This is an optimization exercise on Yosys and OpenROAD, whose aim is small area, a short achievable clock period and few clock cycles, not a production implementation.
At most, simulation tests tie the RTL to the original design; equivalence was not proved.
Power is estimated from default activity; no workload was simulated.

## lane 1
// bitrat_enc
module bitrat_enc (
    input  wire        clk,
    input  wire        rst,         
    input  wire        start,
    input  wire        prev_bit,
    input  wire [12:0] len,         
    output wire [11:0] in_addr,
    input  wire [7:0]  in_data,
    output reg         out_we,
    output reg  [12:0] out_addr,
    output reg  [7:0]  out_data,
    output wire        busy,
    output reg         done,
    output wire [7:0]  cmask,
    output wire [3:0]  maskw,
    output wire [12:0] count,
    output wire        last
);
    localparam [2:0] S_IDLE = 3'd0,
                     S_B2   = 3'd1,   
                     S_B1   = 3'd2,   
                     S_RUN  = 3'd3,   
                     S_GW   = 3'd4,   
                     S_PW   = 3'd5,   
                     S_SW   = 3'd6;   
    reg [2:0]  st;
    reg [12:0] lm1;       
    reg [11:0] icur;      
    reg [11:0] raddr;     
    reg [7:0]  d;
    reg        d00, dff;          
    reg        mbit;      
    reg        mode;      
    reg [12:0] ocur;      
    reg [12:0] gpos, ppos, spos;
    reg        p_act, s_act;      
    reg [7:0]  gmask, pmask, smask, cm;
  ...
Settings: LEC_CHECK=0, CAP_MARGIN=20, CORE_MARGIN=2, CORE_UTILIZATION=40, SLEW_MARGIN=20; clock period 5.0 ns.
run.sh (not shown) runs the stock make flow with config.mk's settings and CLKGATE_MAP_FILE= SYNTH_SCRIPT=/design/flow/synth_recipe.tcl, a recipe that flattens the netlist after the stock synthesis.
The following lists how lane 2 was set up differently from lane 1:
--- a/flow/design.v
+++ b/flow/design.v
@@ -23,26 +23,24 @@
                      S_GW   = 3'd4,   
                      S_PW   = 3'd5,   
                      S_SW   = 3'd6;   
     reg [2:0]  st;
     reg [12:0] lm1;       
     reg [11:0] icur;      
-    reg [11:0] raddr;     
     reg [7:0]  d;
-    reg        d00, dff;          
     reg        mbit;      
     reg        mode;      
     reg [12:0] ocur;      
     reg [12:0] gpos, ppos, spos;
     reg        p_act, s_act;      
     reg [7:0]  gmask, pmask, smask, cm;
     reg [5:0]  ln;        
     reg [12:0] ocur_b;    
     reg        p_act_b, s_act_b, mbit_b;
     assign busy    = (st != S_IDLE);
-    assign in_addr = raddr;
+    assign in_addr = icur + ((st == S_B2) ? 12'd0 : (st == S_B1) ? 12'd1 : 12'd2);
     assign count   = ocur;
     assign cmask   = cm;
     assign last    = mbit;
     assign maskw   = lm1[12:9] + 4'd1;
     wire last_byte  = (icur == lm1[11:0]);
     wire full_pair  = (icur[11:6] != lm1[11:6]) || (lm1[5:0] == 6'h3F);
@@ -59,67 +57,51 @@
     wire [7:0] pm_base = pair_start ? 8'd0 : pmask;
     wire [7:0] sm_base = sec_start  ? 8'd0 : smask;
     wire [5:0] ln_base = blk_start  ? 6'd0 : ln;
     wire       g_has   = |gm_base;
     wire       p_has   = pair_start ? 1'b0 : p_act;
     wire       s_has   = sec_start  ? 1'b0 : s_act;
-    wire       lit     = mbit ? !dff : !d00;
+    wire       lit     = (d != {8{mbit}});
     wire [7:0] gm_next = gm_base | (lit ? (8'h80 >> icur[2:0]) : 8'd0);
     wire       wr      = esc_mode || lit;
     wire       ng      = esc_mode ? blk_start : (lit && !g_has);
     wire       np      = wr && !p_has;
     wire       ns      = wr && !s_has;
-    wire [12:0] o1     = ocur + 13'd1;
-    wire [12:0] o2     = ocur + 13'd2;
-    wire [12:0] o3     = ocur + 13'd3;
-    wire [12:0] o4     = ocur + 13'd4;
-    wire [12:0] waddr  = ns ? o3 : np ? o2 : ng ? o1 : ocur;
-    wire [12:0] onext  = ns ? o4 : np ? o3 : ng ? o2 : o1;
+    wire [1:0] koff    = ns ? 2'd3 : np ? 2'd2 : ng ? 2'd1 : 2'd0;
+    wire [12:0] waddr  = ocur + {11'd0, koff};
     wire [5:0] ln_next = ln_base + {5'd0, lit} + {5'd0, lit && !g_has};
-    wire       esc     = (ln_base > 6'd32) ||
-                         (lit && ((ln_base >= 6'd32) || (!g_has && ln_base >= 6'd31)));
+    wire       esc     = (ln_next > 6'd32);
     wire       mism    = blk_end && (mode != esc);
     wire       p_act_n = p_has || wr;
     wire       s_act_n = s_has || wr;
     wire       gw      = grp_end && (esc_mode ? (blk_end && esc) : lit);
     wire [7:0] pm_grp  = (grp_end && (gm_next != 8'd0)) ? (8'h80 >> icur[5:3]) : 8'd0;
     wire [7:0] pm_esc  = (blk_end && esc_mode && esc) ? (icur[5] ? 8'h0F : 8'hF0) : 8'd0;
     wire [7:0] sm_bit  = (pair_end && p_act_n) ? (8'h80 >> icur[8:6]) : 8'd0;
     wire [7:0] cm_bit  = (sec_end && s_act_n) ? (8'h80 >> icur[11:9]) : 8'd0;
     wire pw_run = pair_end && p_act_n;
     wire sw_run = sec_end && s_act_n;
     wire pw_st  = pair_end && p_act;
     wire sw_st  = sec_end && s_act;
-    wire fin_run = gw || pw_run || sw_run || last_byte;
-    wire fin_st  = (st == S_GW) ? (pw_st || sw_st || last_byte) :
-                   (st == S_PW) ? (sw_st || last_byte) : last_byte;
-    wire adv     = (st == S_B2) || (st == S_B1) ||
-                   ((st == S_RUN) && !mism && !fin_run) ||
-                   ((st == S_GW || st == S_PW || st == S_SW) && !fin_st);
     always @(posedge clk) begin
         if (rst) begin
             st     <= S_IDLE;
             done   <= 1'b0;
             out_we <= 1'b0;
         end else begin
             done   <= 1'b0;
             out_we <= 1'b0;
-            if (st != S_GW && st != S_PW && st != S_SW) begin
-                d   <= in_data;
-                d00 <= (in_data == 8'h00);
-                dff <= (in_data == 8'hFF);
-            end
-            if (adv) raddr <= raddr + 12'd1;
+            if (st != S_GW && st != S_PW && st != S_SW)
+                d <= in_data;
             case (st)
                 S_IDLE: begin
                     if (start) begin
                         lm1  <= len - 13'd1;
                         mbit <= prev_bit;
                         mode <= 1'b0;
                         icur <= 12'd0;
-                        raddr <= 12'd0;
                         ocur <= 13'd0;
                         cm   <= 8'd0;
                         if (len == 13'd0)
                             done <= 1'b1;
                         else
                             st <= S_B2;
@@ -132,32 +114,31 @@
                         ocur_b  <= ocur;
                         p_act_b <= p_has;
                         s_act_b <= s_has;
                         mbit_b  <= mbit;
                     end
                     if (ns) spos <= ocur;
-                    if (np) ppos <= ns ? o1 : ocur;
-                    if (ng) gpos <= ns ? o2 : np ? o1 : ocur;
+                    if (np) ppos <= ocur + {12'd0, ns};
+                    if (ng) gpos <= ocur + {11'd0, ns, np && !ns};
                     gmask <= gm_next;
                     ln    <= ln_next;
                     pmask <= pm_base | pm_grp | pm_esc;
                     out_we   <= wr || (!esc_mode && g_has);
                     out_addr <= wr ? waddr : gpos;
                     out_data <= wr ? d : gm_base;
                     if (mism) begin
                         mode  <= ~mode;
                         icur  <= {icur[11:5], 5'd0};
-                        raddr <= {icur[11:5], 5'd0};
                         ocur  <= ocur_b;
                         p_act <= p_act_b;
                         s_act <= s_act_b;
                         mbit  <= mbit_b;
                         st    <= S_B2;
                     end else begin
                         if (lit) mbit <= d[0];
-                        if (wr) ocur <= onext;
+                        if (wr) ocur <= waddr + 13'd1;
                         p_act <= p_act_n;
                         s_act <= s_act_n;
                         smask <= sm_base | sm_bit;
                         cm    <= cm | cm_bit;
                         if (gw) begin
                             st <= S_GW;
Results
Re largest net degree at the start of global routing: lane 2 and lane 1 aren't equal, and the higher value belongs to lane 1. Any difference in power in the clock group between lane 1 and lane 2 is small enough to ignore. Compared with lane 1, the detailed router inserted fewer vias in lane 2. Time the final worst path needs with I/O delays and setup (higher): lane 2. Between lane 2 and lane 1, the sequential-to-total area share from yosys stat is higher for lane 2. Clock buffer and inverter area fraction after layout: lane 2 vs lane 1 up 0.41 points. The lower peak supply drop came out of lane 1. Per the comparison of lane 2 with lane 1, number of fill cells decreased 10%; ratio of cells with drive above 1 in the final layout has increased.
Testbench counts of lane 2, summed over its fixed seeds: cycles 346,406.
The RTL of lane 1 was laid out without a check of its function.

what the ideal ports hide:
The results above use ideal ports. As a check the final layouts listed here were re-extracted and re-timed, cells and wires unchanged.
Step 1, drivers: a clkbuf_16 drives clk and a buf_2 each remaining input, both assumed.
Step 2 adds t to the input delays and takes it off the output delays; t is the mean of the earliest and latest rising clock arrival at the registers after step 1. Input paths then give back, and output paths get back, about the clock's delay inside the block.
Slacks: no drivers / after step 1 / after step 2; pairs: no drivers / after step 1.
| run | shift t [ns] | slack for setup (ns) | pins driven straight from the clock port |
|---|---|---|---|
| lane 1 | 0.485 | 0.656 / 0.656 / 0.656 | 1 |
| lane 2 | 0.478 | 0.330 / 0.330 / 0.330 | 1 |
After both steps every run listed still meets setup and hold.
